From an optimization exercise on the open Yosys and OpenROAD flow, aimed at small area, a short achievable clock period and few clock cycles; shortcuts taken in it are not production practice. Only simulation tests tie the RTL to the original design; equivalence was not proved. Power figures rest on the tool's default switching activity, not on a simulated workload. The clock port is modelled as an ideal driver; clocking choices that lean on that would not hold on a real chip.

== v49 ==
==> flow/design.v (excerpt) <==
module c2b_rx (
    input  wire       clk,
    input  wire       rst,           
    input  wire       rx_valid,
    input  wire [8:0] rx_word,
    output wire       rx_ready,
    output wire       out_valid,
    output wire [7:0] out_data,
    output wire       out_sof,
    output wire       out_eof,
    output wire       err_crc,
    output wire       err_overrun
);
    localparam integer K  = 13;           
    localparam integer D  = 20;           
    localparam integer R  = K * D;        
    localparam integer IW = 4;            
    localparam integer PW = 5;            
    function [15:0] crc_byte;
        input [15:0] crc;
        input [7:0]  b;
        integer i;
        reg [15:0] c;
        begin
            c = crc ^ {b, 8'h00};
            for (i = 0; i < 8; i = i + 1)
                c = c[15] ? ((c << 1) ^ 16'h1021) : (c << 1);
            crc_byte = c;
        end
    endfunction
    reg  [7:0]   ring [0:R-1];
    wire [K-1:0] wen;            
  ...
For scale: ~2200 flip-flops, roughly 26 I/O pins, about 51000 um^2 of cells after synthesis.
export LEC_CHECK = 0
export CAP_MARGIN = 20
export CORE_MARGIN = 2
export CORE_UTILIZATION = 65
export CTS_CLUSTER_DIAMETER = 60
export CTS_CLUSTER_SIZE = 28
export PLACE_DENSITY = 0.75
export SLEW_MARGIN = 20
create_clock -name core_clock -period 9.0 [get_ports {clk}]
standard.sh (not shown) runs the stock make flow with config.mk's settings and CLKGATE_MAP_FILE= SYNTH_SCRIPT=/design/flow/synth_recipe.tcl, a recipe that flattens the netlist after the stock synthesis.
==> flow/flow/run.sh <==
#!/bin/bash
# Standard layout (the standard.sh: ORFS synthesis through finish), with
# the port buffers made of plain buffers instead of the delay cells that
# buffer_ports picks by default, timing repair aimed 6.3 ns below the clock
# period, and clock tree synthesis without dummy loads.
set -euo pipefail
export BUFFER_PORTS_ARGS="-buffer_cell sky130_fd_sc_hd__buf_4"
export SETUP_SLACK_MARGIN=6.3
export CTS_ARGS="-sink_clustering_enable -repair_clock_nets -sink_clustering_size 28 -sink_clustering_max_diameter 60 -dont_use_dummy_load"
bash standard.sh > standard.log 2>&1
Testbench counts of v49, summed over its fixed seeds: cycles 65,954.
## Diff of input files: v50 against v49
==> flow/flow/run.sh <==
#!/bin/bash
# Standard layout (the standard.sh: ORFS synthesis through finish), with
# the port buffers made of plain buffers instead of the delay cells that
# buffer_ports picks by default, timing repair aimed 6 ns below the clock
# period, and clock tree synthesis without dummy loads.
set -euo pipefail
export BUFFER_PORTS_ARGS="-buffer_cell sky130_fd_sc_hd__buf_4"
export SETUP_SLACK_MARGIN=6
export CTS_ARGS="-sink_clustering_enable -repair_clock_nets -sink_clustering_size 28 -sink_clustering_max_diameter 60 -dont_use_dummy_load"
bash standard.sh > standard.log 2>&1
Row worst hold slack: v50 lower / v49 higher
As far as total power is concerned, v49 and v50 perform about the same.
Looking at v49 and v50, the wire length of the first global-routing pass is a wash.
The timing-limited maximum frequency was comparable across v49 and v50.
v49 and v50 ended up with nearly the same total number of multi-input combinational cells.
Taking v49 as the reference, in v50 cell count has remained practically unchanged, sequential cell area has remained practically unchanged, worst setup slack has increased.
The final cell area excluding filler cells of v50 and that of v49 are within noise of each other.
Going from v49 to v50, proportion of layout cells with a drive suffix above 1 shrinks by 0.15 points.
Cmp v50 vs v49: clock skew lower in v50
Input-level comparison between v18 and v50:
==> flow/flow/run.sh <==
#!/bin/bash
# Standard layout (the standard.sh: ORFS synthesis through finish), with
# the port buffers made of plain buffers instead of the delay cells that
# buffer_ports picks by default, timing repair aimed 6.15 ns below the clock
# period, and clock tree synthesis without dummy loads, with smaller leaf buffers.
set -euo pipefail
export BUFFER_PORTS_ARGS="-buffer_cell sky130_fd_sc_hd__buf_4"
export SETUP_SLACK_MARGIN=6.15
export CTS_ARGS="-sink_clustering_enable -repair_clock_nets -sink_clustering_size 16 -sink_clustering_max_diameter 45 -sink_clustering_buffer sky130_fd_sc_hd__clkbuf_8 -dont_use_dummy_load"
bash standard.sh > standard.log 2>&1
--- outcome ---
From v50 to v18, area after synthesis did not move at all. When v18 is set beside v50, its total routing resource utilization after global routing turns out to be 0.20 points larger. As far as number of placed instances with taps included is concerned, v18 and v50 perform about the same. v18 ran to completion and came out clean on the timing, design-rule and antenna checks. Diff v50 -> v18: overall routed net length lower; final area roughly the same; total iterations of the first detailed-routing run higher. Est. power | v18 vs v50 | v18 lower. As far as utilization is concerned, v18 and v50 perform about the same. A launching element of the worst setup path of od_r[7] is what v18 shows, while od_r[3] belongs to v50.

Another version of the RTL of c2b_rx (not shown whole).
Size: roughly 2,200 flip-flops, roughly 26 I/O pins, roughly 51,000 um2 of cells after synthesis.
==> flow/config.mk <==
export PLATFORM = sky130hd
export DESIGN_NAME = c2b_rx
export DESIGN_NICKNAME = c2b_rx
export VERILOG_FILES = /design/flow/design.v
export SDC_FILE = /design/flow/constraint.sdc
export NUM_CORES = 4
export LEC_CHECK = 0
export CAP_MARGIN = 20
export CORE_MARGIN = 2
export CORE_UTILIZATION = 80
export CTS_CLUSTER_DIAMETER = 60
export CTS_CLUSTER_SIZE = 28
export PLACE_DENSITY = 0.88
export SLEW_MARGIN = 20
==> flow/constraint.sdc <==
create_clock -name core_clock -period 9.0 [get_ports {clk}]
set_input_delay 1.8000 -clock core_clock [delete_from_list [all_inputs] [get_ports {clk}]]
set_output_delay 1.8000 -clock core_clock [all_outputs]
set_load 0.01 [all_outputs]
==> flow/flow/run.sh <==
#!/bin/bash
# Standard layout (the standard.sh: ORFS synthesis through finish), with
# the port buffers made of plain buffers instead of the delay cells that
# buffer_ports picks by default, and timing repair aimed 6 ns below the
# clock period.
set -euo pipefail
export BUFFER_PORTS_ARGS="-buffer_cell sky130_fd_sc_hd__buf_4"
export SETUP_SLACK_MARGIN=6
bash standard.sh > standard.log 2>&1
The starting point did not get past clock tree synthesis on DPL-0033.
Testbench counts at the start, summed over its fixed seeds: cycles 65,954.
Next try:
--- a/flow/config.mk
+++ b/flow/config.mk
@@ -9,6 +9,6 @@
 export CORE_MARGIN = 2
-export CORE_UTILIZATION = 80
+export CORE_UTILIZATION = 65
 export CTS_CLUSTER_DIAMETER = 60
 export CTS_CLUSTER_SIZE = 28
-export PLACE_DENSITY = 0.88
+export PLACE_DENSITY = 0.75
 export SLEW_MARGIN = 20
Effect:
- The changed run ran to the end with no violations
- synthesized cell count does not change
- synthesized area is unchanged

run A:
RTL: one of the versions met above, not the one the previous note started from.
Size: roughly 3100 cells after synthesis, ~2200 flip-flops, roughly 26 I/O pins.
// c2b_rx
module c2b_rx (
    input  wire       clk,
    input  wire       rst,           
    input  wire       rx_valid,
    input  wire [8:0] rx_word,
    output wire       rx_ready,
    output wire       out_valid,
    output wire [7:0] out_data,
    output wire       out_sof,
    output wire       out_eof,
    output wire       err_crc,
    output wire       err_overrun
);
Settings: LEC_CHECK=0, CAP_MARGIN=20, CORE_MARGIN=2, CORE_UTILIZATION=65, CTS_CLUSTER_DIAMETER=60, CTS_CLUSTER_SIZE=28, PLACE_DENSITY=0.75, SLEW_MARGIN=20; clock period 9.0 ns.
==> flow/flow/run.sh <==
#!/bin/bash
# Standard layout (the standard.sh: ORFS synthesis through finish), with
# the port buffers made of plain buffers instead of the delay cells that
# buffer_ports picks by default, timing repair aimed 6.15 ns below the clock
# period, and clock tree synthesis without dummy loads, with smaller leaf buffers.
set -euo pipefail
export BUFFER_PORTS_ARGS="-buffer_cell sky130_fd_sc_hd__buf_4"
export SETUP_SLACK_MARGIN=6.15
export CTS_ARGS="-sink_clustering_enable -repair_clock_nets -sink_clustering_size 22 -sink_clustering_max_diameter 50 -sink_clustering_buffer sky130_fd_sc_hd__clkbuf_8 -dont_use_dummy_load"
bash standard.sh > standard.log 2>&1
Testbench counts of run A, summed over its fixed seeds: cycles 65,954.
Input changes introduced in run B (baseline for comparison: run A):
# run A
export LEC_CHECK = 0
export CAP_MARGIN = 20
export CORE_MARGIN = 2
export CORE_UTILIZATION = 65
export CTS_CLUSTER_DIAMETER = 60
export CTS_CLUSTER_SIZE = 28
export PLACE_DENSITY = 0.75
export SLEW_MARGIN = 20
create_clock -name core_clock -period 9.0 [get_ports {clk}]
# run B
export LEC_CHECK = 0
export CAP_MARGIN = 20
export CORE_MARGIN = 2
export CORE_UTILIZATION = 65
export CTS_CLUSTER_DIAMETER = 60
export CTS_CLUSTER_SIZE = 28
export PLACE_DENSITY = 0.75
export SETUP_SLACK_MARGIN = 5
export SLEW_MARGIN = 20
create_clock -name core_clock -period 9.0 [get_ports {clk}]
==> flow/run.sh (new file) <==
#!/bin/bash
# synth_recipe.tcl (not shown) runs the flow's synth.tcl, then flattens the netlist and writes it again
# the make line also repeats each setting of config.mk as NAME=value (left out here)
make -C /OpenROAD-flow-scripts/flow DESIGN_CONFIG=/design/flow/config.mk WORK_HOME=/design/flow/orfs CLKGATE_MAP_FILE= SYNTH_SCRIPT=/design/flow/synth_recipe.tcl finish
removed: flow/flow/run.sh
removed: flow/standard.sh
Results
- In the flow results for run A and run B, the register clock-pin slew on the reported worst setup and hold paths is smaller on run B.
- Diff run A and run B: total power higher in run B
- Run B reports its end point of the critical path as ready_r while run A reports out_data[3].
- Compared with run A, in run B actual transition at the worst max-transition pin fell 0.074 ns, power in the clock group rose 27%, met2 capacity usage during global routing rose 2.1 points, final standard cell area without fillers rose 1100 um2.
- Comparing run A and run B, maximum frequency is lower on run B.
- Run B vs. run A: clock skew moved down; via count higher.
What run C does differently from run B at the input level:
# run B
export LEC_CHECK = 0
export CAP_MARGIN = 20
export CORE_MARGIN = 2
export CORE_UTILIZATION = 65
export CTS_CLUSTER_DIAMETER = 60
export CTS_CLUSTER_SIZE = 28
export PLACE_DENSITY = 0.75
export SETUP_SLACK_MARGIN = 5
export SLEW_MARGIN = 20
create_clock -name core_clock -period 9.0 [get_ports {clk}]
# run C
export LEC_CHECK = 0
export CAP_MARGIN = 20
export CORE_MARGIN = 2
export CORE_UTILIZATION = 65
export CTS_CLUSTER_DIAMETER = 60
export CTS_CLUSTER_SIZE = 28
export PLACE_DENSITY = 0.75
export SLEW_MARGIN = 20
create_clock -name core_clock -period 9.0 [get_ports {clk}]
==> flow/flow/run.sh (new file) <==
#!/bin/bash
# Standard layout (the standard.sh: ORFS synthesis through finish), with
# the port buffers made of plain buffers instead of the delay cells that
# buffer_ports picks by default, timing repair aimed 5 ns below the clock
# period, and clock tree synthesis without dummy loads.
set -euo pipefail
export BUFFER_PORTS_ARGS="-buffer_cell sky130_fd_sc_hd__buf_4"
export SETUP_SLACK_MARGIN=5
export CTS_ARGS="-sink_clustering_enable -repair_clock_nets -sink_clustering_size 28 -sink_clustering_max_diameter 60 -dont_use_dummy_load"
bash standard.sh > standard.log 2>&1
==> flow/standard.sh (new file) <==
#!/bin/bash
# synth_recipe.tcl (not shown) runs the flow's synth.tcl, then flattens the netlist and writes it again
# the make line also repeats each setting of config.mk as NAME=value (left out here)
make -C /OpenROAD-flow-scripts/flow DESIGN_CONFIG=/design/flow/config.mk WORK_HOME=/design/flow/orfs CLKGATE_MAP_FILE= SYNTH_SCRIPT=/design/flow/synth_recipe.tcl "${@:-finish}"
removed: flow/run.sh
Compared to run B, run C has number of global-route vias before repair 0.78% higher. Total routed wirelength, run C vs run B: down slightly. Relative to run B, run C improves post-layout instance area. Summary of run C over run B: total clock buffers created by CTS fell 2, global-route wire length before repair rose about 0.37%. Power (higher): run B. Run C ended with more share of the final layout cell area in sequential cells than run B. Of run C and run B, the lower count of inserted antenna diode cells belongs to run B. Average wire per standard cell sits higher in run C than in run B. On overall fraction of global-route tracks in use, run C tracks run B almost exactly. In the reports for run C and run B, the smaller hold slack belongs to run C.
--- input diff run C..run D ---
# run C
export LEC_CHECK = 0
export CAP_MARGIN = 20
export CORE_MARGIN = 2
export CORE_UTILIZATION = 65
export CTS_CLUSTER_DIAMETER = 60
export CTS_CLUSTER_SIZE = 28
export PLACE_DENSITY = 0.75
export SLEW_MARGIN = 20
create_clock -name core_clock -period 9.0 [get_ports {clk}]
# run D
export LEC_CHECK = 0
export CAP_MARGIN = 20
export CORE_MARGIN = 2
export CORE_UTILIZATION = 70
export CTS_CLUSTER_DIAMETER = 70
export CTS_CLUSTER_SIZE = 32
export PLACE_DENSITY = 0.8
export SLEW_MARGIN = 20
create_clock -name core_clock -period 9.0 [get_ports {clk}]
==> flow/flow/run.sh <==
#!/bin/bash
# Standard layout (the standard.sh: ORFS synthesis through finish), with
# the port buffers made of plain buffers instead of the delay cells that
# buffer_ports picks by default, timing repair aimed 6.15 ns below the clock
# period, and clock tree synthesis without dummy loads.
set -euo pipefail
export BUFFER_PORTS_ARGS="-buffer_cell sky130_fd_sc_hd__buf_4"
export SETUP_SLACK_MARGIN=6.15
export CTS_ARGS="-sink_clustering_enable -repair_clock_nets -sink_clustering_size 32 -sink_clustering_max_diameter 70 -dont_use_dummy_load"
bash standard.sh > standard.log 2>&1
Run D closes out successfully: all stages finished, all timing, DRC and antenna checks passed.
Die size: run D is under run C
~same total area of sequential cells in run C and run D
Run C ended up with flop to flop as its path type of the worst setup path; run D ended up with flop to output port.
Number of vias after detailed routing is higher on run D
Going from run C to run D, sequential share of layout area grows by 0.68 points.
diff inputs: run D => run E
# run D
export LEC_CHECK = 0
export CAP_MARGIN = 20
export CORE_MARGIN = 2
export CORE_UTILIZATION = 70
export CTS_CLUSTER_DIAMETER = 70
export CTS_CLUSTER_SIZE = 32
export PLACE_DENSITY = 0.8
export SLEW_MARGIN = 20
create_clock -name core_clock -period 9.0 [get_ports {clk}]
# run E
export LEC_CHECK = 0
export CAP_MARGIN = 20
export CORE_MARGIN = 2
export CORE_UTILIZATION = 60
export CTS_CLUSTER_DIAMETER = 60
export CTS_CLUSTER_SIZE = 28
export PLACE_DENSITY = 0.7
export SLEW_MARGIN = 20
create_clock -name core_clock -period 9.0 [get_ports {clk}]
-- flow/flow/run.sh --
<<< run D, line 8
export SETUP_SLACK_MARGIN=6.15
export CTS_ARGS="-sink_clustering_enable -repair_clock_nets -sink_clustering_size 32 -sink_clustering_max_diameter 70 -dont_use_dummy_load"
bash standard.sh > standard.log 2>&1
>>> run E, line 8
export SETUP_SLACK_MARGIN=6.15
export CTS_ARGS="-sink_clustering_enable -repair_clock_nets -sink_clustering_size 28 -sink_clustering_max_diameter 60 -dont_use_dummy_load"
bash standard.sh > standard.log 2>&1
[summary]
- NOTE ratio of routed vias to standard cells run D->run E decreased by a few percent
- Run E has minimum period implied by the final worst setup slack below what run D had.
- Looking at number of buffers outside the clock class in the layout, run E sits 1 lower than run D does.
- There was hardly any difference in sequential share of the synthesized area between run E and run D.
- Standard-cell row count is lower on run D
- Run E vs run D, core utilization of the finished layout went down by 10 points.
- Compared with run D, run E shows first-iteration detailed-routing DRC count that has gone down by more than 10%.
- Between run E and run D, the tap cell count is higher for run E.
- The standard cells in run E occupy more silicon area than those in run D do.

[static timing again, ports no longer ideal]
Ports are ideal in the flow. The routed layouts listed here were re-timed in OpenROAD. Step 1: set_driving_cell puts a clkbuf_16 on clk and a buf_2 on each other input, an assumption about the parent block. Step 2 adds t to the input delays and takes it off the output delays; t is the mean of the earliest and latest rising clock arrival at the registers after step 1. Input paths then give back, and output paths get back, about the clock's delay inside the block. a / b / c = ideal / step 1 / step 2; a / b = the first two.
run | t, ns | setup slack, ns | worst setup path after step 2 | worst register clock-pin slew, ns | cell pins on the clock port's net
v49 | 0.714 | 6.034 / 5.970 / 5.720 | input to register | 0.10 / 0.10 | 1
v50 | 0.700 | 6.038 / 5.974 / 5.671 | input to register | 0.10 / 0.10 | 1
v18 | 0.734 | 6.021 / 5.958 / 5.653 | input to register | 0.10 / 0.10 | 1
the second run of note 2 | 0.736 | 6.012 / 5.944 / 5.442 | input to register | 0.11 / 0.11 | 1
run A | 0.732 | 5.997 / 5.933 / 5.646 | input to register | 0.12 / 0.12 | 1
run B | 0.737 | 5.302 / 5.336 / 4.599 | input to register | 0.11 / 0.11 | 1
run C | 0.722 | 5.787 / 5.787 / 5.203 | input to register | 0.10 / 0.10 | 1
run D | 0.700 | 5.989 / 5.925 / 5.662 | input to register | 0.12 / 0.12 | 1
run E | 0.700 | 6.037 / 5.975 / 5.639 | input to register | 0.10 / 0.10 | 1
After both steps setup and hold are still met in every run listed. For run B, which loses most, drivers alone change the setup slack by +0.034 ns; drivers and shift together by -0.703 ns.
